Context: an optimization exercise on an open-source flow, tuned for small area. The choices shown serve that exercise and are no tape-out recipe.
Function was checked by simulation only, so behaviour that the tests miss may differ from the original.

## epd_ctrl
module epd_ctrl (
    input  wire        clk,
    input  wire        rst,
    input  wire        bus_valid,
    input  wire        bus_write,
    input  wire [2:0]  bus_addr,
    input  wire [31:0] bus_wdata,
    output wire        bus_ready,
    output reg  [31:0] bus_rdata,
    output wire        pin_drv_en,
    output wire        pin_vdd,
    output wire        pin_vneg,
    output wire        pin_vpos,
    output wire        pin_le,
    output wire        pin_oe,
    output wire        pin_cl,
    output wire        pin_sph,
    output wire [7:0]  pin_d,
    output wire        pin_ckv,
    output wire        pin_gmode,
    output wire        pin_spv
);
For scale: about 91 I/O pins, about 39,000 um^2 of cells after synthesis.
Settings: LEC_CHECK=0, CAP_MARGIN=20, CORE_MARGIN=2, CORE_UTILIZATION=55, PLACE_DENSITY=0.7, SLEW_MARGIN=20; clock period 10.0 ns.
standard.sh (not shown) runs the stock make flow with config.mk's settings and CLKGATE_MAP_FILE= SYNTH_SCRIPT=/design/flow/synth_recipe.tcl, a recipe that flattens the netlist after the stock synthesis.
==> flow/flow/run.sh <==
#!/bin/bash
# Own layout flow: the standard layout (standard.sh), with these changes in how
# the layout is made:
#  - synthesis is the standard synthesis (synth_recipe.tcl), except that ABC maps
#    the combinational logic with an area-oriented script (flow/area.abc);
#    registers, their names and cell types are those of the standard synthesis;
#  - clock tree synthesis runs without dummy loads and with small clock buffers;
#  - the port buffers are the smallest buffer cell.
# Each tool's full output goes to a log file in the work folder.
set -euo pipefail
W=$(pwd)
cat > "$W/own_synth.tcl" <<EOT
proc abc {args} {
  set i [lsearch \$args -script]
  if {\$i >= 0} { lset args [expr {\$i + 1}] {$W/flow/area.abc} }
  yosys abc {*}\$args
}
source {$W/synth_recipe.tcl}
EOT
sed "s#SYNTH_SCRIPT=[^ ]*synth_recipe.tcl#SYNTH_SCRIPT=$W/own_synth.tcl#" standard.sh > own_standard.sh
grep -q "SYNTH_SCRIPT=$W/own_synth.tcl" own_standard.sh
export CTS_ARGS="-sink_clustering_enable -repair_clock_nets -dont_use_dummy_load -sink_clustering_size 10 -sink_clustering_max_diameter 45 -buf_list {sky130_fd_sc_hd__clkbuf_4}"
export BUFFER_PORTS_ARGS="-inputs -outputs -buffer_cell sky130_fd_sc_hd__buf_1"
bash own_standard.sh synth > synth.log 2>&1
bash own_standard.sh > layout.log 2>&1
test -s out/final.def
==> flow/flow/area.abc <==
strash
&get -n
&dch -f
&nf -a -R 1000
&put
strash
&get -n
&dch -f
&nf -a -R 1000
&put
topo
Then changed:
--- a/flow/config.mk
+++ b/flow/config.mk
@@ -8 +8 @@
-export CAP_MARGIN = 20
+export CAP_MARGIN = 0
@@ -12 +12 @@
-export SLEW_MARGIN = 20
+export SLEW_MARGIN = 0
The new run completed without violations.
Final cell count barely changes.
Core utilization stays flat.
Clock-buffer cell count does not change.
Setup slack barely changes.
Then changed:
--- a/flow/flow/run.sh
+++ b/flow/flow/run.sh
@@ -22 +22 @@
-export CTS_ARGS="-sink_clustering_enable -repair_clock_nets -dont_use_dummy_load -sink_clustering_size 10 -sink_clustering_max_diameter 45 -buf_list {sky130_fd_sc_hd__clkbuf_4}"
+export CTS_ARGS="-sink_clustering_enable -repair_clock_nets -dont_use_dummy_load -sink_clustering_size 16 -sink_clustering_max_diameter 60 -buf_list {sky130_fd_sc_hd__clkbuf_4 sky130_fd_sc_hd__clkbuf_8}"
==> flow/flow/area.abc (replaced) <==
strash
&get -n
&dch -f
&nf -a -R 1000
&put
topo
--- a/flow/config.mk
+++ b/flow/config.mk
@@ -8 +8 @@
-export CAP_MARGIN = 0
+export CAP_MARGIN = 20
@@ -10,3 +10,4 @@
-export CORE_UTILIZATION = 55
-export PLACE_DENSITY = 0.7
-export SLEW_MARGIN = 0
+export CORE_UTILIZATION = 65
+export GPL_TIMING_DRIVEN = 0
+export PLACE_DENSITY = 0.8
+export SLEW_MARGIN = 20
=>
- The new run went through all stages and came out clean
- area after synthesis climbs slightly
- final cell count drops by a few percent
- core utilization climbs by 11 points
- non-clock buffer count drops by 16
- cell area climbs slightly
- via count stays flat
- hold slack gets better by 16 ps
- fmax drops by a few percent
- die area drops by about a fifth
- global-route usage climbs by 2.1 points


epd_ctrl, a different RTL version from the one above (not shown whole).
Size in the first run: roughly 3,500 cells after synthesis, about 91 I/O pins.
## epd_ctrl
module epd_ctrl (
    input  wire        clk,
    input  wire        rst,
    input  wire        bus_valid,
    input  wire        bus_write,
    input  wire [2:0]  bus_addr,
    input  wire [31:0] bus_wdata,
    output wire        bus_ready,
    output reg  [31:0] bus_rdata,
    output wire        pin_drv_en,
    output wire        pin_vdd,
    output wire        pin_vneg,
    output wire        pin_vpos,
    output wire        pin_le,
    output wire        pin_oe,
    output wire        pin_cl,
    output wire        pin_sph,
    output wire [7:0]  pin_d,
    output wire        pin_ckv,
    output wire        pin_gmode,
    output wire        pin_spv
);
    localparam N = 6;
    localparam [1:0] PWR_ON = 2'd3;
    localparam OP_NONE   = 4'd15;
    localparam OP_SET    = 4'd0;
    localparam OP_QCLK   = 4'd2;
    localparam OP_VSTART = 4'd3;
    localparam OP_VSTOP  = 4'd4;
    localparam OP_VWRITE = 4'd5;
    localparam OP_VSKIP  = 4'd6;
    localparam OP_VBULK  = 4'd7;
    localparam OP_HSTART = 4'd8;
    localparam OP_HWRITE = 4'd9;
    localparam OP_HSTOP  = 4'd10;
    localparam OP_GROUND = 4'd11;
  ...
clock: 10.0 ns
lec_check: 0
cap_margin: 20
core_margin: 2
core_utilization: 65
place_density: 0.8
slew_margin: 20
==> flow/flow/run.sh <==
#!/bin/bash
# Own layout flow: the standard layout (standard.sh), with these changes in how
# the layout is made:
#  - synthesis is the standard synthesis (synth_recipe.tcl), except that ABC maps
#    the combinational logic with an area-oriented script (flow/area.abc);
#    registers, their names and cell types are those of the standard synthesis;
#  - clock tree synthesis runs without dummy loads and with small clock buffers;
#  - the port buffers are the smallest buffer cell.
# Each tool's full output goes to a log file in the work folder.
set -euo pipefail
W=$(pwd)
cat > "$W/own_synth.tcl" <<EOT
proc abc {args} {
  set i [lsearch \$args -script]
  if {\$i >= 0} { lset args [expr {\$i + 1}] {$W/flow/area.abc} }
  yosys abc {*}\$args
}
source {$W/synth_recipe.tcl}
EOT
sed "s#SYNTH_SCRIPT=[^ ]*synth_recipe.tcl#SYNTH_SCRIPT=$W/own_synth.tcl#" standard.sh > own_standard.sh
grep -q "SYNTH_SCRIPT=$W/own_synth.tcl" own_standard.sh
export CTS_ARGS="-sink_clustering_enable -repair_clock_nets -dont_use_dummy_load -sink_clustering_size 10 -sink_clustering_max_diameter 45 -buf_list {sky130_fd_sc_hd__clkbuf_4}"
export BUFFER_PORTS_ARGS="-inputs -outputs -buffer_cell sky130_fd_sc_hd__buf_1"
bash own_standard.sh synth > synth.log 2>&1
bash own_standard.sh > layout.log 2>&1
test -s out/final.def
==> flow/flow/area.abc <==
strash
&get -n
&dch -f
&nf -a -R 1000
&put
strash
&get -n
&dch -f
&nf -a -R 1000
&put
topo
The baseline completed without violations.
Then changed:
- CORE_UTILIZATION: 65 -> 50
- PLACE_DENSITY: 0.8 -> 0.65
Routed wire length grows by a few percent.
Worst setup slack gets better by 0.19 ns.
Fmax went up by a few percent.
Final area went up slightly.

==> afterwards: timing with drivers on the ports <==
The results above use ideal ports. As a check the final layouts listed here were re-extracted and re-timed, cells and wires unchanged. Step 1 assumes that a clkbuf_16 drives the clock port and a buf_2 every other input. Step 2 times the ports against the registers' clock, not the clock port: input delays grow and output delays shrink by t, the midpoint of the rising clock arrivals with the driver on. Three values: ideal, step 1, step 2; two values: the first two.
run	t (ns)	setup slack, ns	worst setup path at the end	latest minus earliest clock arrival (ns)	worst slew at a driven data input, ns
the first run of note 1	1.049	0.844 / 0.844 / 0.844	register to register	0.135 / 0.136	0.03
the second run of note 1	1.054	0.846 / 0.846 / 0.846	register to register	0.111 / 0.111	0.03
the third run of note 1	0.748	0.455 / 0.455 / 0.455	register to register	0.108 / 0.108	0.03
the first run of note 2	1.045	0.918 / 0.918 / 0.918	register to register	0.127 / 0.126	0.04
the second run of note 2	1.040	1.104 / 1.104 / 1.104	register to register	0.129 / 0.129	0.03
After both steps setup and hold are still met in every run listed.
